What follows belongs to an exercise in optimizing a design on an open flow for small area; a production flow would make more cautious choices. Only simulation tests tie the RTL to the original design; equivalence was not proved. Power is estimated from default activity; no workload was simulated.

File: config.mk
export PLATFORM = sky130hd
export DESIGN_NAME = owc
export DESIGN_NICKNAME = owc
export VERILOG_FILES = /design/flow/design.v
export SDC_FILE = /design/flow/constraint.sdc
export NUM_CORES = 4
export LEC_CHECK = 0
export CAP_MARGIN = 20
export CORE_MARGIN = 2
export CORE_UTILIZATION = 40
export SLEW_MARGIN = 20
File: constraint.sdc
create_clock -name core_clock -period 125.0 [get_ports {clk}]
set_input_delay 25.0000 -clock core_clock [delete_from_list [all_inputs] [get_ports {clk}]]
set_output_delay 25.0000 -clock core_clock [all_outputs]
set_load 0.01 [all_outputs]
File: design.v
module owc_phy (
    input  wire       clk,
    input  wire       busy,        
    input  wire       rmode,       
    input  wire       w0,          
    input  wire       hold,        
    input  wire       oe,          
    output wire       ss,          
    output wire       rel_ev,      
    output wire       samp_ev,     
    output wire       end_ev,      
    output reg  [2:0] bitn
);
    reg [9:0] cnt;
    assign ss = ~oe & (cnt == 10'd0);
    assign rel_ev = oe & (rmode ? (&cnt[8:5] & bitn[2]) :
                          w0    ? (&cnt[8:5] & cnt[2]) :
                                  (cnt[5] & cnt[4] & cnt[2]));
    assign samp_ev = rmode ? ((cnt == 10'd541) & (bitn == 3'd0)) :
                             (cnt[7] & ~cnt[8] & (cnt[6:0] == 7'd0));
    assign end_ev = rmode ? (&cnt[9:6] & cnt[0]) : (cnt[9] & cnt[6]);
    wire run  = busy & ~hold;
    wire cinc = ~rmode | (&bitn);
    always @(posedge clk) begin
        if (!busy) begin
            cnt  <= 10'd0;
            bitn <= 3'd0;
        end else if (run) begin
            if (end_ev)
                cnt <= 10'd0;
            else if (cinc)
                cnt <= cnt + 10'd1;
            if (rmode ^ end_ev)
                bitn <= bitn + 3'd1;
        end
    end
endmodule
module owc (
    input  wire        clk,
    input  wire        rst_n,
    input  wire        host_req,
    input  wire        host_we,
    input  wire [6:0]  host_addr,
    input  wire [1:0]  host_size,
    input  wire [31:0] host_wdata,
    output reg  [31:0] host_rdata,
    output wire        host_err,
    output reg         ow_oe,
    input  wire        ow_in,
    output wire        irq
);
    localparam [2:0] RC_OK = 3'd0, RC_DNF = 3'd1, RC_BADPARAM = 3'd2,
                     RC_OPERR = 3'd3, RC_ILLEGAL = 3'd4;
    reg [15:0] cmd_q;
    reg        busy;
    reg        done;
    reg [2:0]  result;
    reg        present;
    reg        ready;
    reg        ovr;
    reg        ie;
    reg [7:0]  rxdata;
    reg [71:0] dsr;             
    reg [12:0] traw;            
    reg [9:0]  volt;
    reg [10:0] curr;
    reg [7:0]  cap;
    reg [4:0]  step;
    reg        phase;           
    reg [1:0]  bs;              
    wire [7:0] op  = cmd_q[15:8];
    wire [7:0] arg = cmd_q[7:0];
    wire op01 = (op == 8'h01);
    wire raw  = (op[7:3] == 5'd0) && (op[2:0] >= 3'd2) && (op[2:0] <= 3'd5);
    wire rawr = raw && op[0];                      
    wire rbit = (op == 8'h02) || (op == 8'h03);    
    wire pgop = (op[7:1] == 7'h08);                
    wire op2x = (op[7:3] == 5'h04);                
    wire cvr  = op2x && (op[2:1] == 2'b10);        
    wire mut  = (op[7:3] == 5'h06) && (op[2:0] <= 3'd4);
    wire dec  = (op[7:2] == 6'h10);                
    wire legal = op01 || raw || pgop || op2x || mut || dec;
    wire f_read  = (op == 8'h10) || (op2x && (op[2:1] != 2'b00) && !(cvr && !phase)) ||
                   (mut && !phase);
    wire f_write = (op == 8'h11) || (mut && phase);
    wire f_conv  = (op2x && (op[2:1] == 2'b00)) || (cvr && !phase);
    wire [2:0] bitn;
    wire arg_bit = arg[bitn];
    wire pg_bit  = pgop ? arg_bit : ((op == 8'h27) && (bitn == 3'd0));
    function cb(input [7:0] b, input [2:0] i);
        cb = b[i];
    endfunction
    reg a_rst, a_w, a_r, wb;
    always @(*) begin
        a_rst = 1'b0;
        a_w   = 1'b0;
        a_r   = 1'b0;
        wb    = 1'b0;
        if (op01) begin
            a_rst = (step == 5'd0);
        end else if (raw) begin
            a_w = (step == 5'd0) && !op[0];
            a_r = (step == 5'd0) && op[0];
            wb  = arg_bit;
        end else if (f_read) begin
            case (step)
                5'd0, 5'd4: a_rst = 1'b1;
                5'd1, 5'd5: begin a_w = 1'b1; wb = cb(8'hCC, bitn); end
                5'd2:       begin a_w = 1'b1; wb = cb(8'hB8, bitn); end
                5'd6:       begin a_w = 1'b1; wb = cb(8'hBE, bitn); end
                5'd3, 5'd7: begin a_w = 1'b1; wb = pg_bit; end
                default:    a_r = (step <= 5'd16);
            endcase
        end else if (f_write) begin
            case (step)
                5'd0, 5'd13: a_rst = 1'b1;
                5'd1, 5'd14: begin a_w = 1'b1; wb = cb(8'hCC, bitn); end
                5'd2:        begin a_w = 1'b1; wb = cb(8'h4E, bitn); end
                5'd15:       begin a_w = 1'b1; wb = cb(8'h48, bitn); end
                5'd3, 5'd16: begin a_w = 1'b1; wb = pg_bit; end
                default: begin
                    a_w = (step <= 5'd12);
                    wb  = dsr[0];
                end
            endcase
        end else if (f_conv) begin
            case (step)
                5'd0: a_rst = 1'b1;
                5'd1: begin a_w = 1'b1; wb = cb(8'hCC, bitn); end
                5'd2: begin a_w = 1'b1; wb = op[0] ? cb(8'h44, bitn) : cb(8'hB4, bitn); end
                default: ;
            endcase
        end
    end
    wire a_end = !(a_rst || a_w || a_r);
    wire ss, rel_ev, samp_ev, end_ev;
    wire hold = ss && a_end;
    owc_phy u_phy (
        .clk     (clk),
        .busy    (busy),
        .rmode   (a_rst),
        .w0      (a_w && !wb),
        .hold    (hold),
        .oe      (ow_oe),
        .ss      (ss),
        .rel_ev  (rel_ev),
        .samp_ev (samp_ev),
        .end_ev  (end_ev),
        .bitn    (bitn)
    );
    assign host_err = host_req && ((host_size != 2'b10) || (host_addr[1:0] != 2'b00));
    wire       wr   = host_req && host_we && !host_err;
    wire [4:0] widx = host_addr[6:2];
    wire wr_cmd    = wr && (widx == 5'd0);
    wire wr_status = wr && (widx == 5'd1);
    wire wr_ctrl   = wr && (widx == 5'd2);
    wire accept    = wr_cmd && !busy;
    wire [7:0]  tb2 = traw[12:5];
    wire [4:0]  tf  = traw[4:0];
    wire [12:0] tval = tb2[7] ? ({tb2, 5'd0} - {8'd0, tf}) : traw;
    always @(*) begin
        case (widx)
            5'd0:  host_rdata = {16'd0, cmd_q};
            5'd1:  host_rdata = {22'd0, bs & {2{busy}}, ovr, ready, present, result, done, busy};
            5'd2:  host_rdata = {31'd0, ie};
            5'd3:  host_rdata = {24'd0, rxdata};
            5'd4:  host_rdata = {24'd0, dsr[7:0]};
            5'd5:  host_rdata = {24'd0, dsr[15:8]};
            5'd6:  host_rdata = {24'd0, dsr[23:16]};
            5'd7:  host_rdata = {24'd0, dsr[31:24]};
            5'd8:  host_rdata = {24'd0, dsr[39:32]};
            5'd9:  host_rdata = {24'd0, dsr[47:40]};
            5'd10: host_rdata = {24'd0, dsr[55:48]};
            5'd11: host_rdata = {24'd0, dsr[63:56]};
            5'd12: host_rdata = {24'd0, dsr[71:64]};
            5'd16: host_rdata = {{19{tb2[7]}}, tval};
            5'd17: host_rdata = {22'd0, volt};
            5'd18: host_rdata = {{21{curr[10]}}, curr};
            5'd19: host_rdata = {24'd0, cap};
            default: host_rdata = 32'd0;
        endcase
    end
    assign irq = ie & done;
    wire busy_bit = op[0] ? dsr[4] : dsr[6];
    wire bad_op   = !legal || dec || (pgop && (arg[7:3] != 5'd0)) || (raw && !present);
    wire [2:0] bad_code = !legal ? RC_ILLEGAL : dec ? RC_OK :
                          (pgop && (arg[7:3] != 5'd0)) ? RC_BADPARAM : RC_DNF;
    wire at_ss  = busy && ss;
    wire ss_end = at_ss && a_end && !bad_op;
    wire to_wr  = ss_end && mut && !phase;
    wire to_rd  = ss_end && cvr && !phase;
    wire repoll = ss_end && cvr && phase && busy_bit;
    wire fin_ok = ss_end && !to_wr && !to_rd && !repoll;
    wire fin_bad = at_ss && bad_op;
    wire rst_fail = busy && end_ev && a_rst && !present && !op01;
    wire fin = fin_ok || fin_bad || rst_fail;
    wire [2:0] fin_code = fin_bad ? bad_code :
                          rst_fail ? ((mut && phase) ? RC_OPERR : RC_DNF) : RC_OK;
    wire start  = at_ss && !a_end && !bad_op;
    wire byte_end = busy && end_ev && !a_rst && ((bitn == 3'd7) || rbit);
    wire step_inc = (busy && end_ev && a_rst && !rst_fail) || byte_end;
    wire wr_temp = (fin_ok && (op == 8'h25)) || (fin_bad && (op == 8'h40));
    wire wr_volt = (fin_ok && (op == 8'h24)) || (fin_bad && (op == 8'h41));
    wire wr_curr = (fin_ok && (op == 8'h26)) || (fin_bad && (op == 8'h42));
    wire wr_cap  = (fin_ok && (op == 8'h27)) || (fin_bad && (op == 8'h43));
    wire [9:0]  cm = {dsr[49:48], dsr[47:40]};
    wire        cneg = (dsr[55:50] != 6'd0);
    wire sh_rd = busy && samp_ev && a_r && f_read;
    wire sh_wr = busy && end_ev && a_w && f_write && (step >= 5'd4) && (step <= 5'd12);
    wire [1:0] mpos = op[2:1];
    wire       mval = op[2] ? arg[0] : ~op[0];
    integer k;
    always @(posedge clk or negedge rst_n) begin
        if (!rst_n) begin
            cmd_q   <= 16'd0;
            busy    <= 1'b0;
            done    <= 1'b0;
            result  <= RC_OK;
            present <= 1'b0;
            ready   <= 1'b0;
            ovr     <= 1'b0;
            ie      <= 1'b0;
            rxdata  <= 8'd0;
            dsr     <= 72'd0;
            traw    <= 13'd0;
            volt    <= 10'd0;
            curr    <= 11'd0;
            cap     <= 8'd0;
            ow_oe   <= 1'b0;
        end else begin
            if (wr_status) begin
                if (host_wdata[1]) done <= 1'b0;
                if (host_wdata[7]) ovr  <= 1'b0;
            end
            if (wr_ctrl)
                ie <= host_wdata[0];
            if (wr_cmd && busy)
                ovr <= 1'b1;
            if (accept) begin
                cmd_q <= host_wdata[15:0];
                busy  <= 1'b1;
                done  <= 1'b0;
            end
            for (k = 0; k < 9; k = k + 1)
                if (wr && !busy && (widx == 5'd4 + k))
                    dsr[8*k +: 8] <= host_wdata[7:0];
            if (start)
                ow_oe <= 1'b1;
            if (busy && rel_ev)
                ow_oe <= 1'b0;
            if (busy && samp_ev && a_rst)
                present <= ~ow_in;
            if (busy && samp_ev && a_r && raw) begin
                if (rbit)
                    rxdata <= {7'd0, ow_in};
                else
                    rxdata <= {ow_in, rxdata[7:1]};
            end
            if (sh_rd)
                dsr <= {ow_in, dsr[71:1]};
            if (sh_wr)
                dsr <= {dsr[0], dsr[71:1]};
            if (to_wr) begin
                case (mpos)
                    2'd0: dsr[0] <= mval;
                    2'd1: dsr[1] <= mval;
                    default: dsr[3] <= mval;
                endcase
            end
            if (fin_ok && (op2x && (op[2:1] == 2'b01 || op[2:1] == 2'b10)))
                ready <= ~busy_bit;
            if (wr_temp) traw <= {dsr[23:16], dsr[15:11]};
            if (wr_volt) volt <= {dsr[33:32], dsr[31:24]};
            if (wr_curr) curr <= cneg ? (11'd0 - {1'b0, cm}) : {1'b0, cm};
            if (wr_cap)  cap  <= dsr[39:32];
            if (fin) begin
                result <= fin_code;
                busy   <= 1'b0;
                done   <= 1'b1;
            end
        end
    end
    always @(posedge clk) begin
        if (!busy) begin
            step  <= 5'd0;
            phase <= 1'b0;
            bs    <= 2'd0;
        end else begin
            if (step_inc)
                step <= step + 5'd1;
            if (to_wr || to_rd || repoll)
                step <= 5'd0;
            if (to_wr || to_rd)
                phase <= 1'b1;
            if (start)
                bs <= a_rst ? 2'd1 : 2'd3;
            if (rel_ev && a_rst)
                bs <= 2'd2;
        end
    end
endmodule
File: flow/run.sh
#!/bin/bash
# Own layout flow: the standard ORFS flow with three changes.
#  1. Synthesis maps the logic with an area-oriented ABC script (abc_area.script
#     here), through a copy of the ORFS scripts folder; everything else about
#     synthesis (synth_recipe.tcl, flatten, renaming) is the standard one.
#  2. Port buffers use the smallest buffer cell.
#  3. Clock tree synthesis uses small clock buffers and no dummy loads.
# Each step's full output goes to a log file in this folder.
set -euo pipefail
W=$PWD
rm -rf "$W/scripts_area"
cp -r "$FLOW_HOME/scripts" "$W/scripts_area"
cp "$W/flow/abc_area.script" "$W/scripts_area/abc_area.script"

bash standard.sh synth SCRIPTS_DIR="$W/scripts_area" ABC_AREA=1 > "$W/synth.log" 2>&1

bash standard.sh finish \
  BUFFER_PORTS_ARGS="-buffer_cell sky130_fd_sc_hd__buf_1" \
  CTS_ARGS="-sink_clustering_enable -repair_clock_nets -dont_use_dummy_load -buf_list {sky130_fd_sc_hd__clkbuf_4 sky130_fd_sc_hd__clkbuf_8}" \
  > "$W/layout.log" 2>&1
File: flow/abc_area.script
strash
balance -l
resub -K 6 -l
rewrite -l
resub -K 6 -N 2 -l
refactor -l
resub -K 8 -l
balance -l
resub -K 8 -N 2 -l
rewrite -l
resub -K 10 -l
rewrite -z -l
resub -K 10 -N 2 -l
balance -l
resub -K 12 -l
refactor -z -l
resub -K 12 -N 2 -l
rewrite -z -l
balance -l
balance -l
resub -K 6 -l
rewrite -l
resub -K 6 -N 2 -l
refactor -l
resub -K 8 -l
balance -l
resub -K 8 -N 2 -l
rewrite -l
resub -K 10 -l
rewrite -z -l
resub -K 10 -N 2 -l
balance -l
resub -K 12 -l
refactor -z -l
resub -K 12 -N 2 -l
rewrite -z -l
balance -l
dch -f
amap
topo
File: standard.sh
#!/bin/bash
# synth_recipe.tcl (not shown) runs the flow's synth.tcl, then flattens the netlist and writes it again
# the make line also repeats each setting of config.mk as NAME=value (left out here)
make -C /OpenROAD-flow-scripts/flow DESIGN_CONFIG=/design/flow/config.mk WORK_HOME=/design/flow/orfs CLKGATE_MAP_FILE= SYNTH_SCRIPT=/design/flow/synth_recipe.tcl "${@:-finish}"
==> flow_summary_export.csv, run 1 <==
group,metric,value,unit
synthesis,yosys_warnings,2,
sta,fin_crit,52.75,ns
pwr,power_density,9.20,mW/mm^2
drt,wl,31800,microns
floorplanning,core_area,0.0226,sq mm
critical_path,max_stage_delay,0.75,ns
drt,dr.pass1.iters,8,
synthesis,synth_ff_type,"dfrtp_1",
sta,drv_slew,0,
cts,cts_sinks,169,
place,placedCellCount,1474,
sta,setup_ws,72.25,ns
critical_path,crit_type,"primary input to output port",
pwr,p_clk_share,32.5,%
sta,rsz0062_at_grt,"no",
synthesis,synthTopCellsByArea,"dfrtp_1 (40%), clkinv_1 (7.6%), nor2_1 (7.1%), a21oi_1 (4.8%), dfxtp_1 (4.5%)",
pwr,p_comb_share,7.4,%
critical_path,worstSetupStartpointType,"primary input",
pwr,internal_power,69.4,uW
cts,cts_buffer_depth,2,
floorplanning,ios,81,
cts,cts_max_level,4,
final_layout,final_nets,1274,
grt,grt_start_max_net_pins,64,
grt,grt-ovfl-total,0,
synthesis,yosysSeqAreaShare,44.6,%
critical_path,cp-endpoint,"host_rdata[0]",
synthesis,synth_area,0.00925,sq mm
synthesis,yosysUniqueCellTypes,45,
synthesis,yosys.area.top_type,"dfrtp_1",
pwr,ir_worst_vdd,0.00000625,V
sta,fin_skew,0.0367,ns
critical_path,reg2reg_depth,23,
place,routabilityCongestion,0.937,
critical_path,ff2ff_setup_slack,119.64,ns
grt,grt_usage,26.8,%
critical_path,r2r_start,"cmd_q[10]",
sta,finalSetupViolCount,0,
floorplanning,rows,55,
place,port_buffers,64,
drt,drt_iter0_drc,1068,
critical_path,cp_max_fo,18,
critical_path,timing.critical_path.cells,"buf_1 > or3_1 > or3_1 > o21ai_0 > a221o_1 > a2111oi_0 > nand4_1 > buf_1",
cts,clk_pin_slew_worst_paths,0.08,ns
final_layout,drive_above_1_share,3.40,%
final_layout,syn_to_final_growth,9.56,%
cts,holdBufCountCts,0,
drt,vias,8944,
pwr,p_leak,3.72,nW
critical_path,reg2reg_to,"dsr[6]",
synthesis,yosysMostFrequentCell,"clkinv_1",
place,post-place-ws,72.50,ns
synthesis,synth_top_cells_by_count,"clkinv_1 (187), nor2_1 (174), dfrtp_1 (148), a21oi_1 (89), nand2_1 (81)",
cts,cts-root-buf,"clkbuf_8",
synthesis,ys_ff_latch,169,
grt,first_global_vias,8175,
critical_path,cp.arrival,27.75,ns
final_layout,fin_cells,1491,
drt,route.detailed.drc,0,
synthesis,synth_cells,1119,
place,dpl.hpwl,23800,microns
flow_run,max_cap_violations,0,
grt,antenna_found_initial,1,
sta,max_freq,19.0,MHz
cts,cts-buffers-inserted,17,
synthesis,syn_nets,1185,
critical_path,slowest_stage,"a2111oi_0",
grt,grt_pass1_wl,48900,microns
floorplanning,die_area,0.0244,sq mm
pwr,p_sw,23.9,uW
synthesis,synth_top_area_share,40.0,%
sta,period_share,42.2,%
drt,vias_per_cell,6.00,
drt,routedWlPerCell,21.3,microns
cts,cts_resized,0,
critical_path,required,100.00,ns
min_path,hold_class,"flip-flop to flip-flop",
sta,worst_pin_slew,0.945,ns
final_layout,diodes,0,
pwr,seqPwrFrac,60.1,%
sta,slew_headroom,35.4,%
synthesis,synth-edff-count,0,
cts,clk_latency,0.47,ns
sta,tns,0,ns
cts,post-cts-setup-buffers,0,
floorplanning,die_h,156,microns
critical_path,setup.worst_path.start,"host_addr[6]",
synthesis,async_flop_share,87.6,%
sta,hold_violations,0,
critical_path,end_kind,"output port",
run_status,status,"timing/DRC/antenna clean",
drt,ant_nets,0,
synthesis,synth_area_per_cell,8.27,sq um
cts,tritoncts,"built",
pwr,p_sw_share,25.6,%
floorplanning,start_util,40.9,%
floorplanning,die_w,156,microns
==> layout make-up <==
cell class	instances	area [sq um]
Tap cell	285	357
Clock buffer	17	234
Fill cell	2295	12500
Multi-Input combinational cell	748	4320
Timing Repair Buffer	85	402
Sequential cell	169	4120
Inverter	187	702
==> per-layer routing <==
metal  vias up  part of all wire [%]  GRT usage, %
met3        72                   7.6          4.97
met2       397                    45          41.3
met5         -                     0             0
met4         0                   3.5          9.22
met1      4218                    44          37.8
li1       4257                     -             -
==> sequential cells by signal, summed over array words and instances (netlist names) <==
name / cells
present: 1
curr: 11
step: 5
done: 1
busy: 1
ready: 1
ie: 1
u_phy.bitn: 3
dsr: 72
u_phy.cnt: 10
cmd_q: 16
result: 3
phase: 1
rxdata: 8
traw: 13
ow_oe: 1
bs: 2
volt: 10
ovr: 1
cap: 8
==> critical path, delay by kind of cell <==
kind | cells | cell delay (ns)
AOI/OAI and AO/OA | 3 | 1.29
buffers and inverters | 2 | 0.35
and+or+nand+nor | 3 | 1.12
==> cell families after synthesis <==
logic type / share of synthesized area, %
buffers and inverters: 8.80
AOI/OAI and AO/OA: 26.4
and+or+nand+nor: 17.4
xor gates and xnor gates: 0.0947
adders and majority gates: 2.70
DFF: 44.6
==> per-stage QoR <==
step | utilization [%] | total power [mW] | hold WS, ns | cell area, sq um
detailed placement | 43.7 | 0.0640 | 0.486 | 9900
floorplan | - | 0.0601 | 0.450 | 9250
global placement | 43.7 | 0.0639 | 0.480 | 9900
CTS | 44.8 | 0.0938 | 0.499 | 10100
global route | 44.8 | 0.0967 | 0.530 | 10100
finish | 44.8 | 0.0933 | 0.492 | 10100
==> power groups by stage <==
stage	sequential (mW)	clock [mW]	combinational, mW
2_1_floorplan	0.0569	0	0.00318
5_1_grt	0.0562	0.0331	0.00751
6_report	0.0561	0.0303	0.00686
3_5_place_dp	0.0572	0	0.00680
4_1_cts	0.0561	0.0309	0.00683
3_3_place_gp	0.0571	0	0.00676
==> cell usage in the layout (no fill, tap or decap), drive strengths merged, types with 8 or more instances in the layout <==
master and count:
a221o 10, or2 8, dfrtp 148, clkbuf 18
ha 20, a221oi 15, o22ai 52, nor2 174
clkinv 187, dfxtp 21, or3 18, o32ai 10
nand2 81, o21ai 60, nand4 12, a222oi 25
buf 84, o22a 16, a21oi 89, a31oi 10
nor2b 10, nor3 32, nand3 19, o221ai 23
==> how the worst min path moves through the flow <==
stage	start	end	slack, ns	depth (start not counted)
2_1_floorplan	curr[3]	curr[3]	0.45	2
3_3_place_gp	u_phy.cnt[3]	u_phy.cnt[3]	0.48	2
3_5_place_dp	u_phy.cnt[3]	u_phy.cnt[3]	0.49	2
4_1_cts	u_phy.cnt[3]	u_phy.cnt[3]	0.50	2
5_1_grt	cap[6]	cap[6]	0.53	1
6_report	u_phy.cnt[3]	u_phy.cnt[3]	0.49	2
==> inputs of run 2 (changes only) <==
==> flow/run.sh (replaced) <==
#!/bin/bash
# Own layout flow: the standard ORFS flow (standard.sh) with these changes.
#  1. Synthesis maps the logic with an area-oriented ABC script (abc_area.script
#     here, used through a copy of the ORFS scripts folder) and buffers
#     pass-through outputs with the smallest buffer; everything else about
#     synthesis (synth_recipe.tcl, flatten, renaming) is the standard one.
#  2. Port buffers use the smallest buffer cell.
#  3. Clock tree synthesis uses clkbuf_8 and no dummy loads.
# Each step's full output goes to a log file in this folder.
set -euo pipefail
W=$PWD
rm -rf "$W/scripts_area"
cp -r "$FLOW_HOME/scripts" "$W/scripts_area"
cp "$W/flow/abc_area.script" "$W/scripts_area/abc_area.script"

bash standard.sh synth SCRIPTS_DIR="$W/scripts_area" ABC_AREA=1 \
  MIN_BUF_CELL_AND_PORTS="sky130_fd_sc_hd__buf_1 A X" > "$W/synth.log" 2>&1

bash standard.sh finish \
  BUFFER_PORTS_ARGS="-buffer_cell sky130_fd_sc_hd__buf_1" \
  CTS_ARGS="-sink_clustering_enable -repair_clock_nets -dont_use_dummy_load -buf_list sky130_fd_sc_hd__clkbuf_8" \
  > "$W/layout.log" 2>&1
--- a/flow/abc_area.script
+++ b/flow/abc_area.script
@@ -37,4 +37,5 @@
 balance -l
-dch -f
-amap
-topo
+&get -n
+&dch -f
+&nf -p -F 8 -R 1000 -E 50
+&put
==> run 2 against run 1 <==
Die area decreased by 2.7%. Clock power about the same. Final cell count decreased by 12%. Critical path depth increased by 1. Critical endpoint is now host_rdata[4]. First-iteration DRC count decreased by 8.5%. Clock-buffer cell count unchanged. Still clean.
==> flow_summary_export.csv, run 2 <==
group,metric,value,unit
run_status,status,"timing/DRC/antenna clean",
synthesis,synthTopCellsByArea,"dfrtp_1 (41%), a22oi_1 (6.6%), o21ai_0 (5.8%), mux2_1 (5.6%), dfxtp_1 (4.7%)",
sta,setup_ws,72.67,ns
sta,fin_crit,52.33,ns
final_layout,largestRegisters,"dsr x72, cmd_q x16, traw x13",
grt,grt_pass1_wl,45400,microns
floorplanning,die_area,0.0237,sq mm
final_layout,largest_reg_flops,72,
synthesis,synth_area_per_cell,9.47,sq um
critical_path,worstSetupStartpointType,"primary input",
synthesis,yosysUniqueCellTypes,61,
cts,cts-buffers-inserted,17,
synthesis,yosysSeqAreaShare,45.8,%
drt,drt_iter0_drc,977,
drt,vias_per_cell,6.26,
pwr,ir_worst_vdd,0.00000598,V
drt,routedWlPerCell,22.8,microns
critical_path,crit_type,"primary input to output port",
grt,grt_start_max_net_pins,89,
final_layout,max_flop_register,"dsr",
sta,rsz0062_at_grt,"no",
pwr,power_density,9.26,mW/mm^2
sta,max_freq,19.1,MHz
cts,cts_max_level,4,
floorplanning,start_util,41.0,%
cts,cts_buffer_depth,2,
critical_path,cp.arrival,27.33,ns
grt,grt-ovfl-total,0,
cts,cts_resized,0,
cts,post-cts-setup-buffers,0,
synthesis,synth_area,0.00900,sq mm
cts,tritoncts,"built",
grt,antenna_found_initial,0,
sta,fin_skew,0.0236,ns
floorplanning,ios,81,
synthesis,async_flop_share,87.6,%
cts,clk_latency,0.47,ns
critical_path,ff2ff_setup_slack,118.98,ns
final_layout,diodes,0,
synthesis,synth_cells,950,
critical_path,cp_common_cell,"buf_1",
synthesis,synth_top_cells_by_count,"dfrtp_1 (148), o21ai_0 (104), nand2_1 (89), nor2_1 (84), a22oi_1 (79)",
synthesis,synth_top_area_share,41.2,%
critical_path,slowest_stage,"nor3_2",
sta,tns,0,ns
final_layout,final_nets,1096,
critical_path,max_stage_delay,0.54,ns
sta,finalSetupViolCount,0,
sta,period_share,41.9,%
floorplanning,core_area,0.0220,sq mm
synthesis,ys_ff_latch,169,
grt,first_global_vias,7615,
place,dpl.hpwl,21400,microns
critical_path,timing.critical_path.cells,"buf_1 > or3_1 > nor3_2 > buf_4 > a22o_1 > a221oi_1 > o311a_1 > nand4_1 > buf_1",
critical_path,r2r_start,"cmd_q[9]",
cts,cts_sinks,169,
place,post-place-ws,72.75,ns
final_layout,drive_above_1_share,3.31,%
floorplanning,rows,54,
final_layout,final_common_cell,"dfrtp_1",
critical_path,setup.worst_path.start,"host_addr[6]",
cts,cts-root-buf,"clkbuf_8",
drt,route.detailed.drc,0,
sta,drv_slew,0,
cts,holdBufCountCts,0,
drt,wl,29800,microns
min_path,hold_class,"flip-flop to flip-flop",
synthesis,syn_nets,1016,
sta,hold_violations,0,
pwr,p_leak,4.12,nW
drt,vias,8184,
sta,worst_pin_slew,1.08,ns
critical_path,required,100.00,ns
final_layout,syn_to_final_growth,9.68,%
synthesis,yosys_warnings,2,
floorplanning,die_w,154,microns
place,routabilityCongestion,0.946,
place,port_buffers,64,
sta,slew_headroom,27.9,%
synthesis,synth_ff_type,"dfrtp_1",
critical_path,end_kind,"output port",
cts,clk_pin_slew_worst_paths,0.09,ns
floorplanning,die_h,154,microns
grt,grt_usage,25.0,%
min_path,min_from,"cap[5]",
synthesis,yosysMostFrequentCell,"dfrtp_1",
synthesis,synth-edff-count,0,
drt,dr.pass1.iters,7,
critical_path,cp_max_fo,11,
flow_run,max_cap_violations,0,
drt,ant_nets,0,
synthesis,yosys.area.top_type,"dfrtp_1",
final_layout,most-common-layout-cells,"dfrtp_1 (148), o21ai_0 (104), nand2_1 (89)",
==> run 2: critical path: cells and delay by family <==
kind	cells	cell delay (ns)
simple gates	3	1.21
buf+inv	3	0.63
compound gates	3	0.49
==> run 2: final timing paths <==
kind                                 end  depth (start not counted)
setup / recovery           host_rdata[4]                          9
hold / removal                    cap[5]                          1
setup reg to reg                 dsr[71]                         18
hold reg to reg                   cap[5]                          1
max in group asynchronous         dsr[0]                          2
min in group asynchronous        dsr[61]                          1
==> run 2: cells by family (layout without fill, tap and decap cells) <==
kind of cell,count (synthesis),after routing,share of synthesized area (%)
simple gates,298,298,15.7
buf+inv,48,126,2.00
xor+xnor,20,20,1.95
compound gates,342,342,24.9
fa+ha+maj,20,20,2.78
flops,169,169,45.8
mux,53,53,6.80
==> run 2: final cells by class <==
cell class	instances	area, sq um
Tap cell	280	350
Clock buffer	17	234
Multi-Input combinational cell	733	4700
Sequential cell	169	4120
Inverter	33	124
Timing Repair Buffer	76	338
Fill cell	2138	12100
==> run 2: report_power, final <==
part / internal (mW) / switching, mW
logic: 0.00134 / 0.00367
clock network: 0.0120 / 0.0182
registers: 0.0551 / 0.00102
==> run 2: metrics by stage <==
step	total power, mW	area, sq um	utilization, %	instances	hold WS [ns]
after floorplan	0.0589	9000	-	950	0.450
after global placement	0.0621	9630	43.9	1291	0.468
after detailed placement	0.0621	9630	43.9	1291	0.477
after CTS	0.0920	9860	44.9	1308	0.501
after global routing	0.0944	9870	44.9	1308	0.512
final	0.0913	9870	44.9	1308	0.500
==> run 2: routing by layer <==
metal,wire (microns),part of all wire [%],global-route usage [%]
met1,12800,43,34.5
met2,13800,46,39.3
met3,2190,7.4,4.45
met4,1050,3.5,9.48
met5,0,0,0
==> inputs of run 3 (changes only) <==
==> run.sh (new file) <==
#!/bin/bash
# synth_recipe.tcl (not shown) runs the flow's synth.tcl, then flattens the netlist and writes it again
# the make line also repeats each setting of config.mk as NAME=value (left out here)
make -C /OpenROAD-flow-scripts/flow DESIGN_CONFIG=/design/flow/config.mk WORK_HOME=/design/flow/orfs CLKGATE_MAP_FILE= SYNTH_SCRIPT=/design/flow/synth_recipe.tcl finish
removed: flow/run.sh
removed: flow/abc_area.script
removed: standard.sh
==> run 3 against run 2 <==
Via count is 3.7% higher. Clock skew is 0.012 ns lower. Worst setup slack worse by 0.85 ns. Die area is 13% higher. Highest routed layer unchanged. Sequential power hardly changed. Combinational power is 54% higher. Still clean.
==> flow_summary_export.csv, run 3 <==
group,metric,value,unit
final_layout,finish.instance_area,0.0114,sq mm
critical_path,required,100.00,ns
final_layout,syn_to_final_growth,11.9,%
sta,fin_skew,0.0118,ns
grt,grt_start_max_net_pins,87,
run_status,status,"timing/DRC/antenna clean",
final_layout,fin_cells,1410,
critical_path,slowest_stage,"nor2_1",
floorplanning,core_area,0.0251,sq mm
grt,antenna_found_initial,0,
cts,cts-buffers-inserted,17,
sta,max_freq,18.8,MHz
cts,cts_sinks,169,
cts,cts_max_level,4,
synthesis,yosys_warnings,2,
cts,cts_buffer_depth,2,
final_layout,final_nets,1133,
floorplanning,die_w,164,microns
synthesis,synth_ff_type,"dfrtp_1",
drt,routedWlPerCell,22.4,microns
place,dpl.hpwl,22600,microns
grt,first_global_vias,7821,
synthesis,synth-edff-count,0,
final_layout,drive_above_1_share,12.1,%
drt,route.detailed.drc,0,
pwr,power_density,10.1,mW/mm^2
synthesis,yosysMostFrequentCell,"dfrtp_1",
grt,grtUsageMet3,3.43,%
synthesis,synth_mux_area_share,16.3,%
drt,drt_iter0_drc,1042,
synthesis,yosysSeqAreaShare,40.4,%
cts,holdBufCountCts,0,
cts,clk_latency,0.45,ns
floorplanning,start_util,40.7,%
synthesis,synth_top_cells_by_count,"dfrtp_1 (148), nor2_1 (122), a21oi_1 (88), mux2i_1 (83), nand2_1 (70)",
critical_path,timing.critical_path.cells,"clkdlybuf4s50_1 > or3_1 > nor2_1 > a222oi_1 > and4_1 > nand3_1 > clkdlybuf4s50_1",
grt,grt_pass1_wl,48100,microns
grt,top_usage_layer,"met2",
synthesis,synth_top_area_share,36.2,%
floorplanning,rows,58,
synthesis,synth_cells,1054,
grt,grt_util_met1,34.4,%
cts,post-cts-setup-buffers,0,
cts,clk_pin_slew_worst_paths,0.07,ns
critical_path,max_stage_delay,0.90,ns
synthesis,synth-compound-area-share,16.7,%
pwr,p_leak,4.93,nW
sta,rsz0062_at_grt,"no",
final_layout,final_common_cell,"dfrtp_1",
synthesis,async_flop_share,87.6,%
synthesis,synthXorXnorAreaFrac,2.49,%
drt,dr.pass1.iters,6,
flow_run,max_cap_violations,0,
final_layout,most-common-layout-cells,"dfrtp_1 (148), nor2_1 (122), a21oi_1 (88)",
drt,wl,31600,microns
place,post-place-ws,71.90,ns
final_layout,max_flop_register,"dsr",
floorplanning,die_area,0.0268,sq mm
synthesis,yosysUniqueCellTypes,87,
sta,fin_hold_ws,0.501,ns
drt,vias,8485,
synthesis,synth_top_family_by_area,"compound AO/OA/AOI/OAI gates",
critical_path,cp.arrival,28.18,ns
sta,slew_headroom,24.1,%
pwr,ir_worst_vdd,0.00000776,V
cts,cts_resized,0,
drt,ant_nets,0,
synthesis,yosys.area.top_type,"dfrtp_1",
cts,tritoncts,"built",
grt,met2_usage,37.1,%
critical_path,crit_type,"primary input to output port",
synthesis,synth_adder_area_share,2.45,%
synthesis,synth_area,0.0102,sq mm
sta,worst_pin_slew,1.13,ns
place,port_buffers,64,
critical_path,cp_max_fo,12,
final_layout,largestRegisters,"dsr x72, cmd_q x16, traw x13",
grt,grt_usage,23.9,%
sta,tns,0,ns
sta,drv_slew,0,
sta,fin_crit,53.18,ns
synthesis,synthTopCellsByArea,"dfrtp_1 (36%), mux2i_1 (8.1%), mux2_2 (6.2%), nor2_1 (4.5%), a21oi_1 (4.3%)",
final_layout,diodes,0,
sta,hold_violations,0,
synthesis,ys_ff_latch,169,
place,placedCellCount,1378,
sta,finalSetupViolCount,0,
grt,grt-ovfl-total,0,
critical_path,cp_common_cell,"clkdlybuf4s50_1",
drt,vias_per_cell,6.02,
sta,setup_ws,71.82,ns
synthesis,synth_area_per_cell,9.69,sq um
critical_path,end_kind,"output port",
cts,cts-root-buf,"clkbuf_16",
sta,period_share,42.5,%
synthesis,yosys.area_share.simple,16.4,%
synthesis,syn_nets,1120,
critical_path,worstSetupStartpointType,"primary input",
floorplanning,die_h,164,microns
place,placed_area,0.0109,sq mm
min_path,hold_class,"flip-flop to flip-flop",
final_layout,largest_reg_flops,72,
floorplanning,ios,81,
place,routabilityCongestion,0.923,
## run 3: layout make-up
type                    instances  area [sq um]
fillers                      2441         13700
clock inverters                14           115
well taps                     330           413
inverters                      21          78.8
repair buffers                 71           694
multi-input cells             787          5570
flip-flops and latches        169          4120
clock buffers                  18           439
## run 3: metal layers
metal  wire [microns]  vias up  share of wire [%]
met3             2030       47                6.4
li1                 -     3900                  -
met1            14500     4204                 46
met4              646        0                2.0
met5                0        -                  0
met2            14400      334                 46
## run 3: kinds of logic (layout without fill, tap and decap cells)
kind of cell	after synthesis	count (layout)
AOI/OAI and AO/OA	243	243
xor gates and xnor gates	29	29
adders and majority gates	20	20
buffers and inverters	98	124
DFF	169	169
muxes	152	152
and+or+nand+nor	343	343
## run 3: path summary, 6_finish.rpt
| check | start | end | slack, ns | cells after the start |
|---|---|---|---|---|
| min in group asynchronous | rst_n | traw[8] | 24.57 | 1 |
| worst max register to register | cmd_q[10] | dsr[1] | 120.60 | 9 |
| worst min-delay path | u_phy.cnt[9] | u_phy.cnt[9] | 0.50 | 2 |
| worst min register to register | u_phy.cnt[9] | u_phy.cnt[9] | 0.50 | 2 |
| max in group asynchronous | rst_n | dsr[57] | 98.91 | 2 |
| worst max-delay path | host_addr[6] | host_rdata[0] | 71.82 | 7 |
## run 3: critical path: cells and delay by family
| kind | cells | cell delay [ns] |
|---|---|---|
| AOI/OAI and AO/OA | 1 | 0.30 |
| buffers and inverters | 2 | 1.07 |
| and+or+nand+nor | 4 | 1.80 |
## run 3: power breakdown
part	internal [mW]	leakage (nW)	total, mW	switching, mW
Sequential	0.0552	1.85	0.0561	0.000920
Combinational	0.00302	2.81	0.00772	0.00470
Clock	0.0264	0.272	0.0512	0.0248
## run 3: stage by stage
| step | total power [mW] | utilization [%] |
|---|---|---|
| final | 0.115 | 45.6 |
| after global routing | 0.118 | 45.6 |
| after CTS | 0.116 | 45.6 |
| after detailed placement | 0.0649 | 43.3 |
| after global placement | 0.0648 | 43.3 |
| after floorplan | 0.0604 | - |
==> inputs of run 4 (changes only) <==
--- a/design.v
+++ b/design.v
@@ -53,3 +53,4 @@
                      RC_OPERR = 3'd3, RC_ILLEGAL = 3'd4;
-    reg [15:0] cmd_q;
+    reg [15:0] cmd_q;           
+    reg        cmd_v;
     reg        busy;
@@ -61,3 +62,4 @@
     reg        ie;
-    reg [7:0]  rxdata;
+    reg [7:0]  rxdata;          
+    reg        rx_v;
     reg [71:0] dsr;             
@@ -67,5 +69,5 @@
     reg [7:0]  cap;
+    reg        temp_v, volt_v, curr_v, cap_v;
     reg [4:0]  step;
     reg        phase;           
-    reg [1:0]  bs;              
     wire [7:0] op  = cmd_q[15:8];
@@ -157,2 +159,9 @@
     wire accept    = wr_cmd && !busy;
+    wire first   = (step == 5'd0) && !phase && (bitn == 3'd0);
+    wire prev_rst = !raw && (bitn == 3'd0) && ((step == 5'd1) || (f_read && (step == 5'd5)) ||
+                             (f_write && (step == 5'd14)));
+    wire [1:0] bs = !busy ? 2'd0 :
+                    ow_oe ? (a_rst ? 2'd1 : 2'd3) :
+                    ss    ? (first ? 2'd0 : prev_rst ? 2'd2 : 2'd3) :
+                            (a_rst ? 2'd2 : 2'd3);
     wire [7:0]  tb2 = traw[12:5];
@@ -162,6 +171,6 @@
         case (widx)
-            5'd0:  host_rdata = {16'd0, cmd_q};
-            5'd1:  host_rdata = {22'd0, bs & {2{busy}}, ovr, ready, present, result, done, busy};
+            5'd0:  host_rdata = {16'd0, cmd_q & {16{cmd_v}}};
+            5'd1:  host_rdata = {22'd0, bs, ovr, ready, present, result, done, busy};
             5'd2:  host_rdata = {31'd0, ie};
-            5'd3:  host_rdata = {24'd0, rxdata};
+            5'd3:  host_rdata = {24'd0, rxdata & {8{rx_v}}};
             5'd4:  host_rdata = {24'd0, dsr[7:0]};
@@ -175,6 +184,6 @@
             5'd12: host_rdata = {24'd0, dsr[71:64]};
-            5'd16: host_rdata = {{19{tb2[7]}}, tval};
-            5'd17: host_rdata = {22'd0, volt};
-            5'd18: host_rdata = {{21{curr[10]}}, curr};
-            5'd19: host_rdata = {24'd0, cap};
+            5'd16: host_rdata = {{19{tb2[7] & temp_v}}, tval & {13{temp_v}}};
+            5'd17: host_rdata = {22'd0, volt & {10{volt_v}}};
+            5'd18: host_rdata = {{21{curr[10] & curr_v}}, curr & {11{curr_v}}};
+            5'd19: host_rdata = {24'd0, cap & {8{cap_v}}};
             default: host_rdata = 32'd0;
@@ -214,3 +223,3 @@
         if (!rst_n) begin
-            cmd_q   <= 16'd0;
+            cmd_v   <= 1'b0;
             busy    <= 1'b0;
@@ -222,8 +231,8 @@
             ie      <= 1'b0;
-            rxdata  <= 8'd0;
+            rx_v    <= 1'b0;
             dsr     <= 72'd0;
-            traw    <= 13'd0;
-            volt    <= 10'd0;
-            curr    <= 11'd0;
-            cap     <= 8'd0;
+            temp_v  <= 1'b0;
+            volt_v  <= 1'b0;
+            curr_v  <= 1'b0;
+            cap_v   <= 1'b0;
             ow_oe   <= 1'b0;
@@ -239,3 +248,3 @@
             if (accept) begin
-                cmd_q <= host_wdata[15:0];
+                cmd_v <= 1'b1;
                 busy  <= 1'b1;
@@ -252,8 +261,4 @@
                 present <= ~ow_in;
-            if (busy && samp_ev && a_r && raw) begin
-                if (rbit)
-                    rxdata <= {7'd0, ow_in};
-                else
-                    rxdata <= {ow_in, rxdata[7:1]};
-            end
+            if (busy && samp_ev && a_r && raw)
+                rx_v <= 1'b1;
             if (sh_rd)
@@ -271,6 +276,6 @@
                 ready <= ~busy_bit;
-            if (wr_temp) traw <= {dsr[23:16], dsr[15:11]};
-            if (wr_volt) volt <= {dsr[33:32], dsr[31:24]};
-            if (wr_curr) curr <= cneg ? (11'd0 - {1'b0, cm}) : {1'b0, cm};
-            if (wr_cap)  cap  <= dsr[39:32];
+            if (wr_temp) temp_v <= 1'b1;
+            if (wr_volt) volt_v <= 1'b1;
+            if (wr_curr) curr_v <= 1'b1;
+            if (wr_cap)  cap_v  <= 1'b1;
             if (fin) begin
@@ -283,2 +288,14 @@
     always @(posedge clk) begin
+        if (accept)
+            cmd_q <= host_wdata[15:0];
+        if (busy && samp_ev && a_r && raw) begin
+            if (rbit)
+                rxdata <= {7'd0, ow_in};
+            else
+                rxdata <= {ow_in, rxdata[7:1]};
+        end
+        if (wr_temp) traw <= {dsr[23:16], dsr[15:11]};
+        if (wr_volt) volt <= {dsr[33:32], dsr[31:24]};
+        if (wr_curr) curr <= cneg ? (11'd0 - {1'b0, cm}) : {1'b0, cm};
+        if (wr_cap)  cap  <= dsr[39:32];
         if (!busy) begin
@@ -286,3 +303,2 @@
             phase <= 1'b0;
-            bs    <= 2'd0;
         end else begin
@@ -294,6 +310,2 @@
                 phase <= 1'b1;
-            if (start)
-                bs <= a_rst ? 2'd1 : 2'd3;
-            if (rel_ev && a_rst)
-                bs <= 2'd2;
         end
==> flow/run.sh (new file) <==
#!/bin/bash
# Own layout flow: the standard ORFS flow (standard.sh) with these changes.
#  1. Synthesis maps the logic with an area-oriented ABC script (abc_area.script
#     here, used through a copy of the ORFS scripts folder) and buffers
#     pass-through outputs with the smallest buffer, without the adder cell
#     mapping (ADDER_MAP_FILE empty); everything else about
#     synthesis (synth_recipe.tcl, flatten, renaming) is the standard one.
#  2. Port buffers use the smallest buffer cell.
#  3. Clock tree synthesis uses clkbuf_8 and no dummy loads.
# Each step's full output goes to a log file in this folder.
set -euo pipefail
W=$PWD
rm -rf "$W/scripts_area"
cp -r "$FLOW_HOME/scripts" "$W/scripts_area"
cp "$W/flow/abc_area.script" "$W/scripts_area/abc_area.script"

bash standard.sh synth SCRIPTS_DIR="$W/scripts_area" ABC_AREA=1 \
  MIN_BUF_CELL_AND_PORTS="sky130_fd_sc_hd__buf_1 A X" ADDER_MAP_FILE= > "$W/synth.log" 2>&1

bash standard.sh finish \
  BUFFER_PORTS_ARGS="-buffer_cell sky130_fd_sc_hd__buf_1" \
  CTS_ARGS="-sink_clustering_enable -repair_clock_nets -dont_use_dummy_load -buf_list sky130_fd_sc_hd__clkbuf_8" \
  > "$W/layout.log" 2>&1
==> flow/abc_area.script (new file) <==
strash
balance -l
resub -K 6 -l
rewrite -l
resub -K 6 -N 2 -l
refactor -l
resub -K 8 -l
balance -l
resub -K 8 -N 2 -l
rewrite -l
resub -K 10 -l
rewrite -z -l
resub -K 10 -N 2 -l
balance -l
resub -K 12 -l
refactor -z -l
resub -K 12 -N 2 -l
rewrite -z -l
balance -l
balance -l
resub -K 6 -l
rewrite -l
resub -K 6 -N 2 -l
refactor -l
resub -K 8 -l
balance -l
resub -K 8 -N 2 -l
rewrite -l
resub -K 10 -l
rewrite -z -l
resub -K 10 -N 2 -l
balance -l
resub -K 12 -l
refactor -z -l
resub -K 12 -N 2 -l
rewrite -z -l
balance -l
&get -n
&dch -f
&nf -p -F 8 -R 1000 -E 50
&put
==> standard.sh (new file) <==
#!/bin/bash
# synth_recipe.tcl (not shown) runs the flow's synth.tcl, then flattens the netlist and writes it again
# the make line also repeats each setting of config.mk as NAME=value (left out here)
make -C /OpenROAD-flow-scripts/flow DESIGN_CONFIG=/design/flow/config.mk WORK_HOME=/design/flow/orfs CLKGATE_MAP_FILE= SYNTH_SCRIPT=/design/flow/synth_recipe.tcl "${@:-finish}"
removed: run.sh
==> run 4 against run 3 <==
Still clean. Clock skew is 0.024 ns higher. Final cell count fell by 17%. Die area shrank 16%. Wire length fell by 12%. Synthesized cell count shrank 22%. Area after synthesis decreased by 17%. Register-to-register slack got worse by 1.3 ns. Worst setup slack gained 0.69 ns. Clock power fell by about 40%. Largest power group unchanged.
==> flow_summary_export.csv, run 4 <==
group,metric,value,unit
run_status,status,"timing/DRC/antenna clean",
cts,cts-buffers-inserted,17,
floorplanning,rows,53,
sta,rsz0062_at_grt,"no",
critical_path,crit_type,"primary input to output port",
drt,vias,7489,
final_layout,max_flop_register,"dsr",
sta,hold_violations,0,
drt,ant_nets,0,
grt,antenna_found_initial,0,
place,routabilityCongestion,1.01,
final_layout,most-common-layout-cells,"o21ai_0 (103), dfrtp_1 (88), a22oi_1 (79)",
critical_path,worstSetupStartpointType,"primary input",
drt,routedWlPerCell,23.7,microns
synthesis,yosysSeqAreaShare,53.7,%
pwr,p_leak,3.25,nW
pwr,internal_power,72.1,uW
cts,post-cts-setup-buffers,0,
sta,max_freq,19.1,MHz
critical_path,end_kind,"output port",
synthesis,synth_area,0.00851,sq mm
final_layout,largestRegisters,"dsr x72, cmd_q x16, traw x13",
drt,drt_iter0_drc,929,
sta,fin_crit,52.49,ns
cts,tritoncts,"built",
pwr,p_sw_share,23.2,%
cts,holdBufCountCts,0,
synthesis,synth_area_per_cell,10.3,sq um
final_layout,drive_above_1_share,4.10,%
grt,grt_usage,25.3,%
sta,tns,0,ns
synthesis,yosysMostFrequentCell,"o21ai_0",
floorplanning,die_h,150,microns
cts,clk_latency,0.47,ns
critical_path,timing.critical_path.cells,"buf_1 > nor2_1 > nand2_1 > nor2_1 > and2_0 > a222oi_1 > nand3_1 > a211oi_1 > o211ai_1 > buf_1",
synthesis,syn_nets,871,
drt,vias_per_cell,6.36,
critical_path,cp_max_fo,16,
synthesis,yosys_warnings,2,
sta,drv_slew,0,
synthesis,yosys.area.top_type,"dfrtp_1",
drt,dr.pass1.iters,8,
cts,cts_max_level,4,
final_layout,largest_reg_flops,72,
floorplanning,die_area,0.0224,sq mm
synthesis,synth_top_area_share,25.9,%
synthesis,synth_cells,825,
sta,period_share,42.0,%
grt,grt_start_max_net_pins,89,
grt,grt_pass1_wl,41800,microns
sta,finalSetupViolCount,0,
drt,route.detailed.drc,0,
final_layout,final_nets,950,
sta,worst_pin_slew,1.15,ns
min_path,hold_class,"flip-flop to flip-flop",
final_layout,final_common_cell,"o21ai_0",
synthesis,synth-edff-count,66,
cts,cts-root-buf,"clkbuf_8",
place,port_buffers,64,
synthesis,yosysUniqueCellTypes,60,
sta,fin_skew,0.0359,ns
floorplanning,die_w,150,microns
grt,grt-ovfl-total,0,
place,dpl.hpwl,19900,microns
sta,slew_headroom,23.1,%
synthesis,synth_ff_type,"dfrtp_1",
pwr,ir_worst_vdd,0.00000615,V
floorplanning,start_util,40.6,%
pwr,p_comb_share,3.7,%
cts,cts_resized,0,
critical_path,reg2reg_depth,17,
critical_path,slowest_stage,"a222oi_1",
final_layout,diodes,0,
place,post-place-ws,72.60,ns
min_path,hold-path-cell-count,1,
synthesis,synthTopCellsByArea,"dfrtp_1 (26%), edfxtp_1 (23%), a22oi_1 (7.0%), o21ai_0 (6.1%), dfxtp_1 (4.5%)",
grt,first_global_vias,6782,
floorplanning,ios,81,
critical_path,cp.arrival,27.49,ns
synthesis,ys_ff_latch,173,
cts,cts_sinks,173,
pwr,p_clk_share,32.5,%
drt,wl,27800,microns
pwr,seqPwrFrac,63.8,%
cts,clk_pin_slew_worst_paths,0.06,ns
pwr,p_sw,21.8,uW
final_layout,syn_to_final_growth,10.4,%
floorplanning,core_area,0.0210,sq mm
critical_path,required,100.00,ns
sta,setup_ws,72.51,ns
synthesis,synth_top_cells_by_count,"o21ai_0 (104), dfrtp_1 (88), a22oi_1 (79), nand2_1 (72), edfxtp_1 (66)",
flow_run,max_cap_violations,0,
critical_path,max_stage_delay,0.56,ns
synthesis,async_flop_share,50.9,%
pwr,power_density,10.0,mW/mm^2
cts,cts_buffer_depth,2,
-- run 4: cells by family after synthesis --
family	after synthesis	share of synthesized area (%)
multiplexers	7	1.18
flip-flops	173	53.7
AO/OA/AOI/OAI	318	25.3
XOR/XNOR	18	1.85
buffers and inverters	27	1.19
AND/OR/NAND/NOR	282	16.9
-- run 4: power groups by stage --
stage | registers, mW | logic, mW | clock network [mW]
6_report | 0.0599 | 0.00350 | 0.0305
2_1_floorplan | 0.0607 | 0.00142 | 0
4_1_cts | 0.0599 | 0.00353 | 0.0311
3_3_place_gp | 0.0611 | 0.00349 | 0
5_1_grt | 0.0599 | 0.00391 | 0.0329
3_5_place_dp | 0.0611 | 0.00351 | 0
-- run 4: worst paths after layout --
path | endpoint | slack [ns] | startpoint
max | host_rdata[5] | 72.51 | host_addr[3]
min | rx_v | 0.47 | rx_v
max reg2reg | dsr[1] | 119.29 | cmd_q[14]
min reg2reg | rx_v | 0.47 | rx_v
max in group asynchronous | dsr[2] | 99.38 | rst_n
min in group asynchronous | dsr[59] | 24.56 | rst_n
-- run 4: critical path, delay by kind of cell --
| family | cells | cell delay (ns) |
|---|---|---|
| simple gates | 5 | 1.01 |
| buf+inv | 2 | 0.41 |
| compound gates | 3 | 1.07 |
-- run 4: layer usage --
layer	GRT usage [%]	wire, microns
met5	0	0
met4	9.01	769
met3	4.57	2230
met2	39.6	13000
met1	35.4	11800
-- run 4: metrics by stage --
stage                     utilization (%)  hold slack (ns)  area, sq um  instances  total power [mW]
after global placement               43.7            0.455         9150       1159            0.0645
after detailed placement             43.7            0.464         9160       1160            0.0646
after global routing                 44.8            0.508         9390       1177            0.0967
after CTS                            44.8            0.474         9390       1177            0.0944
after floorplan                         -            0.435         8510        825            0.0621
final                                44.8            0.471         9390       1177            0.0939
-- run 4: area by class of cell --
class                           instances  area, sq um
Fill cell                            2059        11600
Sequential cell                       173         4560
Multi-Input combinational cell        625         3870
Tap cell                              275          344
Timing Repair Buffer                   75          327
Clock buffer                           17          234
Inverter                               12         45.0
==> inputs of run 5 (changes only) <==
--- a/config.mk
+++ b/config.mk
@@ -9,3 +9,4 @@
 export CORE_MARGIN = 2
-export CORE_UTILIZATION = 40
+export CORE_UTILIZATION = 65
+export PLACE_DENSITY = 0.75
 export SLEW_MARGIN = 20
==> run 5 against run 4 <==
Core utilization rose by 28 points. Final cell count fell by 8.9%. Sequential share of layout area rose by 0.71 points. Register-to-register slack improved by 0.23 ns. Critical endpoint is now host_rdata[6]. Combinational power rose by 4%. Still clean.
==> flow_summary_export.csv, run 5 <==
group,metric,value,unit
floorplanning,core_area,0.0127,sq mm
sta,max_freq,19.0,MHz
sta,worst_pin_slew,1.10,ns
cts,clk_latency,0.46,ns
synthesis,synth_area_per_cell,10.3,sq um
final_layout,n_fill_cell,928,
synthesis,synth_top_cells_by_count,"o21ai_0 (104), dfrtp_1 (88), a22oi_1 (79), nand2_1 (72), edfxtp_1 (66)",
critical_path,ff2ff_setup_slack,119.52,ns
synthesis,yosys.area_share.simple,16.9,%
synthesis,yosysSeqAreaShare,53.7,%
cts,cts_max_level,4,
critical_path,r2r_start,"cmd_q[14]",
drt,vias,7997,
floorplanning,die_w,118,microns
grt,antenna_found_initial,0,
synthesis,synthTopCellsByArea,"dfrtp_1 (26%), edfxtp_1 (23%), a22oi_1 (7.0%), o21ai_0 (6.1%), dfxtp_1 (4.5%)",
synthesis,synth-edff-count,66,
final_layout,most-common-layout-cells,"o21ai_0 (104), dfrtp_1 (88), a22oi_1 (79)",
place,routabilityCongestion,1.00,
sta,fin_crit,52.57,ns
flow_run,max_cap_violations,0,
drt,route.detailed.drc,0,
pwr,ir_worst_vdd,0.0000102,V
sta,period_share,42.1,%
sta,tns,0,ns
min_path,hold_class,"flip-flop to flip-flop",
critical_path,end_kind,"output port",
drt,drt_iter0_drc,1463,
sta,rsz0062_at_grt,"no",
grt,first_global_vias,7223,
synthesis,ys_ff_latch,173,
grt,grt-ovfl-total,0,
sta,drv_slew,0,
synthesis,async_flop_share,50.9,%
pwr,p_leak,3.24,nW
grt,grt_usage,39.7,%
cts,tritoncts,"built",
final_layout,syn_to_final_growth,8.80,%
cts,cts_buffer_depth,2,
cts,cts_sinks,173,
synthesis,synth_cells,825,
place,post-place-ws,72.59,ns
place,dpl.hpwl,19500,microns
cts,clk_pin_slew_worst_paths,0.08,ns
critical_path,worstSetupStartpointType,"primary input",
final_layout,final_common_cell,"o21ai_0",
synthesis,synth_top_family_by_area,"compound AO/OA/AOI/OAI gates",
drt,dr.pass1.iters,12,
floorplanning,start_util,66.9,%
grt,grt_start_max_net_pins,89,
cts,cts-root-buf,"clkbuf_8",
min_path,hold_end,"rx_v",
sta,fin_hold_ws,0.490,ns
critical_path,reg2reg_to,"cap[5]",
final_layout,largestRegisters,"dsr x72, cmd_q x16, traw x13",
critical_path,crit_type,"primary input to output port",
grt,grt_pass1_wl,42000,microns
cts,holdBufCountCts,0,
min_path,hold-path-cell-count,1,
critical_path,cp_max_fo,16,
synthesis,synth-compound-area-share,25.3,%
place,port_buffers,64,
floorplanning,die_area,0.0140,sq mm
drt,vias_per_cell,7.46,
synthesis,synth_adder_area_share,0,%
synthesis,synth_mux_area_share,1.18,%
final_layout,drive_above_1_share,3.78,%
drt,ant_nets,0,
synthesis,synthXorXnorAreaFrac,1.85,%
synthesis,synth_ff_type,"dfrtp_1",
final_layout,max_flop_register,"dsr",
synthesis,yosysMostFrequentCell,"o21ai_0",
critical_path,required,100.00,ns
floorplanning,die_h,118,microns
cts,cts-buffers-inserted,17,
synthesis,yosys_warnings,2,
sta,finalSetupViolCount,0,
min_path,min_from,"rx_v",
floorplanning,rows,41,
drt,routedWlPerCell,25.6,microns
final_layout,largest_reg_flops,72,
run_status,status,"timing/DRC/antenna clean",
synthesis,yosysUniqueCellTypes,60,
drt,wl,27400,microns
sta,slew_headroom,26.4,%
sta,fin_skew,0.0304,ns
synthesis,synth_top_area_share,25.9,%
sta,hold_violations,0,
pwr,power_density,10.0,mW/mm^2
sta,setup_ws,72.43,ns
final_layout,final_nets,948,
floorplanning,ios,81,
critical_path,cp.arrival,27.57,ns
synthesis,yosys.area.top_type,"dfrtp_1",
critical_path,reg2reg_depth,14,
synthesis,syn_nets,871,
cts,post-cts-setup-buffers,0,
cts,cts_resized,0,
place,placed_area,0.00900,sq mm
final_layout,finish.instance_area,0.00925,sq mm
final_layout,diodes,0,
synthesis,synth_area,0.00851,sq mm
==> run 5: final cells by class <==
class	instances	area, sq um	share of cell area, %
Tap cell	172	215	2.33
Multi-Input combinational cell	625	3880	41.9
Timing Repair Buffer	73	315	3.41
Sequential cell	173	4560	49.3
Inverter	12	45.0	0.487
Clock buffer	17	234	2.53
==> run 5: power by group <==
part,switching [mW],internal [mW]
Combinational,0.00272,0.000921
Clock,0.0171,0.0120
Sequential,0.000756,0.0591
Total,0.0206,0.0721
==> run 5: logic make-up (layout without fill, tap and decap cells) <==
family | after synthesis | in the layout
mux | 7 | 7
compound gates | 318 | 318
flops | 173 | 173
simple gates | 282 | 282
xor+xnor | 18 | 18
buf+inv | 27 | 102
==> run 5: metrics by stage <==
stage / power (mW) / utilization, % / instances
floorplan: 0.0621 / - / 825
global placement: 0.0643 / 70.7 / 1055
detailed placement: 0.0645 / 70.8 / 1055
CTS: 0.0927 / 72.6 / 1072
global route: 0.0954 / 72.7 / 1072
finish: 0.0926 / 72.7 / 1072
==> run 5: worst max path at each step <==
| stage | from | endpoint | slack, ns | depth (start not counted) |
|---|---|---|---|---|
| final | host_addr[6] | host_rdata[6] | 72.43 | 8 |
| after CTS | host_addr[6] | host_rdata[6] | 72.59 | 8 |
| after floorplan | host_addr[2] | host_rdata[17] | 73.46 | 6 |
| after detailed placement | host_addr[6] | host_rdata[6] | 72.59 | 8 |
| after global placement | host_addr[6] | host_rdata[5] | 72.60 | 8 |
| after global routing | host_addr[6] | host_rdata[6] | 72.29 | 8 |
==> run 5: per-layer routing <==
metal  vias to the layer above  GRT usage [%]  part of all wire, %
li1                       3418              -                    -
met1                      3784           57.9                   38
met2                       685           57.2                   44
met3                       110           10.3                   14
met4                         0           15.9                  4.5
met5                         -              0                    0
==> run 5: critical path, stage by stage <==
cell      delay, ns
buf_1          0.54
nor2_1         0.16
and2_0         0.52
a222oi_1       0.54
nand3_1        0.19
a211oi_1       0.26
nand3_1        0.16
buf_1          0.19
==> inputs of run 6 (changes only) <==
--- a/flow/run.sh
+++ b/flow/run.sh
@@ -4,4 +4,3 @@
 #     here, used through a copy of the ORFS scripts folder) and buffers
-#     pass-through outputs with the smallest buffer, without the adder cell
-#     mapping (ADDER_MAP_FILE empty); everything else about
+#     pass-through outputs with the smallest buffer; everything else about
 #     synthesis (synth_recipe.tcl, flatten, renaming) is the standard one.
@@ -17,3 +16,3 @@
 bash standard.sh synth SCRIPTS_DIR="$W/scripts_area" ABC_AREA=1 \
-  MIN_BUF_CELL_AND_PORTS="sky130_fd_sc_hd__buf_1 A X" ADDER_MAP_FILE= > "$W/synth.log" 2>&1
+  MIN_BUF_CELL_AND_PORTS="sky130_fd_sc_hd__buf_1 A X" > "$W/synth.log" 2>&1
 
--- a/config.mk
+++ b/config.mk
@@ -9,4 +9,3 @@
 export CORE_MARGIN = 2
-export CORE_UTILIZATION = 65
-export PLACE_DENSITY = 0.75
+export CORE_UTILIZATION = 40
 export SLEW_MARGIN = 20
==> run 6 against run 5 <==
Still clean on timing, DRC and antenna. Critical path type unchanged. Power is 1.7% higher. Clock skew up 0.029 ns. Area after synthesis is 3.6% higher. Largest cell class unchanged. Critical endpoint is now host_rdata[3]. Synthesized cell count up 4.4%. Sequential cell count stayed put. Critical path depth up 1. Core utilization fell by 28 points. Clock-buffer cell count is the same. Combinational power barely moved. Worst setup slack worse by 0.021 ns.
==> flow_summary_export.csv, run 6 <==
group,metric,value,unit
run_status,status,"timing/DRC/antenna clean",
grt,grt-ovfl-total,0,
synthesis,synth_area,0.00882,sq mm
critical_path,reg2reg_to,"cap[2]",
place,port_buffers,64,
critical_path,worstSetupStartpointType,"primary input",
critical_path,cp-endpoint,"host_rdata[3]",
sta,drv_slew,0,
grt,grt_start_max_net_pins,90,
sta,fin_crit,52.59,ns
sta,setup_ws,72.41,ns
final_layout,most-common-layout-cells,"o21ai_0 (90), dfrtp_1 (88), a22oi_1 (75)",
sta,fin_hold_ws,0.479,ns
sta,finalSetupViolCount,0,
final_layout,max_flop_register,"dsr",
place,routabilityCongestion,0.968,
sta,hold_violations,0,
final_layout,largest_reg_flops,72,
final_layout,largestRegisters,"dsr x72, cmd_q x16, traw x13",
synthesis,async_flop_share,50.9,%
cts,clk_pin_slew_worst_paths,0.07,ns
place,post-place-ws,72.45,ns
grt,antenna_found_initial,0,
critical_path,crit_type,"primary input to output port",
final_layout,n_fill_cell,2090,
critical_path,cp_max_fo,16,
critical_path,required,100.00,ns
sta,max_freq,19.0,MHz
final_layout,diodes,0,
pwr,p_clk_share,32.5,%
drt,wl,29400,microns
pwr,finalPower,94.2,uW
final_layout,finish.instance_area,0.00971,sq mm
place,dpl.hpwl,21100,microns
cts,cts_buffer_depth,2,
synthesis,yosys.area.top_type,"dfrtp_1",
drt,dr.pass1.iters,6,
final_layout,final_util,44.6,%
pwr,p_leak,3.45,nW
pwr,p_sw,22.1,uW
cts,holdBufCountCts,0,
grt,first_global_vias,7144,
cts,cts_sinks,173,
pwr,p_sw_share,23.5,%
floorplanning,die_h,152,microns
synthesis,synth_cells,861,
final_layout,syn_to_final_growth,10.1,%
floorplanning,rows,54,
synthesis,ys_ff_latch,173,
synthesis,yosys_warnings,2,
synthesis,synth_top_cells_by_count,"o21ai_0 (91), dfrtp_1 (88), a22oi_1 (75), nor2_1 (71), nand2_1 (67)",
final_layout,final_common_cell,"o21ai_0",
synthesis,yosysMostFrequentCell,"o21ai_0",
pwr,seqPwrFrac,63.6,%
cts,post-cts-setup-buffers,0,
floorplanning,core_area,0.0218,sq mm
drt,route.detailed.drc,0,
place,placedCellCount,1202,
synthesis,synth_area_per_cell,10.2,sq um
pwr,ir_worst_vdd,0.00000469,V
drt,vias_per_cell,6.36,
critical_path,reg2reg_depth,17,
cts,clk_latency,0.49,ns
flow_run,max_cap_violations,0,
synthesis,synth_top_area_share,25.0,%
floorplanning,die_area,0.0232,sq mm
cts,cts_resized,0,
sta,period_share,42.1,%
final_layout,final_nets,1006,
grt,grt_pass1_wl,44800,microns
critical_path,end_kind,"output port",
cts,tritoncts,"built",
synthesis,synthTopCellsByArea,"dfrtp_1 (25%), edfxtp_1 (22%), a22oi_1 (6.4%), o21ai_0 (5.2%), dfxtp_1 (4.3%)",
synthesis,synth-edff-count,66,
min_path,hold_class,"flip-flop to flip-flop",
critical_path,r2r_start,"cmd_q[9]",
drt,routedWlPerCell,24.1,microns
place,placed_area,0.00946,sq mm
critical_path,cp.arrival,27.59,ns
critical_path,ff2ff_setup_slack,119.01,ns
synthesis,yosysUniqueCellTypes,61,
sta,worst_pin_slew,1.11,ns
critical_path,setup.worst_path.start,"host_addr[5]",
sta,rsz0062_at_grt,"no",
floorplanning,ios,81,
drt,drt_iter0_drc,934,
synthesis,synth_ff_type,"dfrtp_1",
sta,slew_headroom,26.2,%
sta,tns,0,ns
drt,vias,7758,
synthesis,syn_nets,926,
floorplanning,die_w,152,microns
drt,ant_nets,0,
sta,fin_skew,0.0590,ns
grt,grt_usage,25.4,%
cts,cts_max_level,4,
synthesis,yosysSeqAreaShare,51.8,%
final_layout,drive_above_1_share,4.05,%
pwr,power_density,9.70,mW/mm^2
floorplanning,start_util,40.5,%
cts,cts-buffers-inserted,17,
final_layout,fin_cells,1219,
pwr,internal_power,72.1,uW
pwr,p_comb_share,3.9,%
cts,cts-root-buf,"clkbuf_8",
[run 6: changes by cell type after synthesis, sizes merged, moves of 6 or more]
| cell | delta |
|---|---|
| clkinv | +16 |
| ha | +19 |
| nor2 | +16 |
| o21a | -6 |
| a21oi | +12 |
| and2 | -6 |
| a221o | +7 |
| o2111ai | +6 |
| o21ai | -13 |
| nand3 | +7 |
[run 6: worst min-delay path by stage]
stage | from | end | slack (ns) | cells past startpoint
after floorplan | cmd_v | cmd_v | 0.43 | 1
after global placement | cmd_v | cmd_v | 0.45 | 1
after detailed placement | cmd_v | cmd_v | 0.46 | 1
after CTS | cmd_v | cmd_v | 0.47 | 1
after global routing | rx_v | rx_v | 0.50 | 1
final | cmd_v | cmd_v | 0.48 | 1
[run 6: power by group through the flow]
stage	Clock (mW)	Combinational [mW]	Sequential, mW
2_1_floorplan	0	0.00145	0.0607
3_3_place_gp	0	0.00362	0.0611
3_5_place_dp	0	0.00364	0.0611
4_1_cts	0.0310	0.00369	0.0599
5_1_grt	0.0333	0.00404	0.0600
6_report	0.0306	0.00367	0.0599
[run 6: cell families after synthesis]
| group | synth area share (%) |
|---|---|
| xor gates and xnor gates | 1.89 |
| and+or+nand+nor | 16.4 |
| AOI/OAI and AO/OA | 23.7 |
| adders and majority gates | 2.70 |
| buffers and inverters | 1.83 |
| muxes | 1.70 |
| DFF | 51.8 |
[run 6: critical path: stages]
cell and delay, ns:
buf_1 0.17, nor2_1 0.31, nand2_1 0.10, nor2_1 0.26, and2_0 0.91, a221oi_1 0.28, and4_1 0.28, nand4_1 0.10
buf_1 0.17
[run 6: layer usage]
layer | global-route usage [%] | share of wire [%]
met2 | 38.1 | 44
met4 | 8.11 | 2.6
met5 | 0 | 0
met1 | 37.3 | 45
met3 | 4.78 | 8.5
[run 6: layout make-up]
cell class                 instances  area (sq um)  area share, %
inverter                          28           105           1.08
tap                              280           350           3.61
multi-input combinational        645          4120           42.4
sequential                       173          4560           47.0
timing repair buffer              76           334           3.44
clock buffer                      17           234           2.41

port drivers added, routing unchanged:
How much do the figures lean on ideal ports? The routed layouts below were timed once more, with nothing changed but the port constraints. Step 1: set_driving_cell puts a clkbuf_16 on clk and a buf_2 on each other input, an assumption about the parent block. Step 2, shift: input delay + t, output delay - t, t = (earliest + latest rising clock arrival at the registers) / 2. This alone moves slack from input paths to output paths. a / b / c = no drivers / after step 1 / after step 2; a / b = the first two.
run	t, ns	setup slack, ns	worst slew at a driven data input, ns	pins driven straight from the clock port
run 1	0.494	72.247 / 72.225 / 72.225	0.03	1
run 2	0.499	72.673 / 72.644 / 72.644	0.04	1
run 3	0.490	71.821 / 71.791 / 71.791	0.04	1
run 4	0.499	72.511 / 72.486 / 72.486	0.05	1
run 5	0.488	72.429 / 72.382 / 72.382	0.04	1
run 6	0.502	72.408 / 72.383 / 72.383	0.06	1
After both steps every run listed still meets setup and hold. For run 5, which loses most, drivers alone change the setup slack by -0.047 ns; drivers and shift together by -0.047 ns.
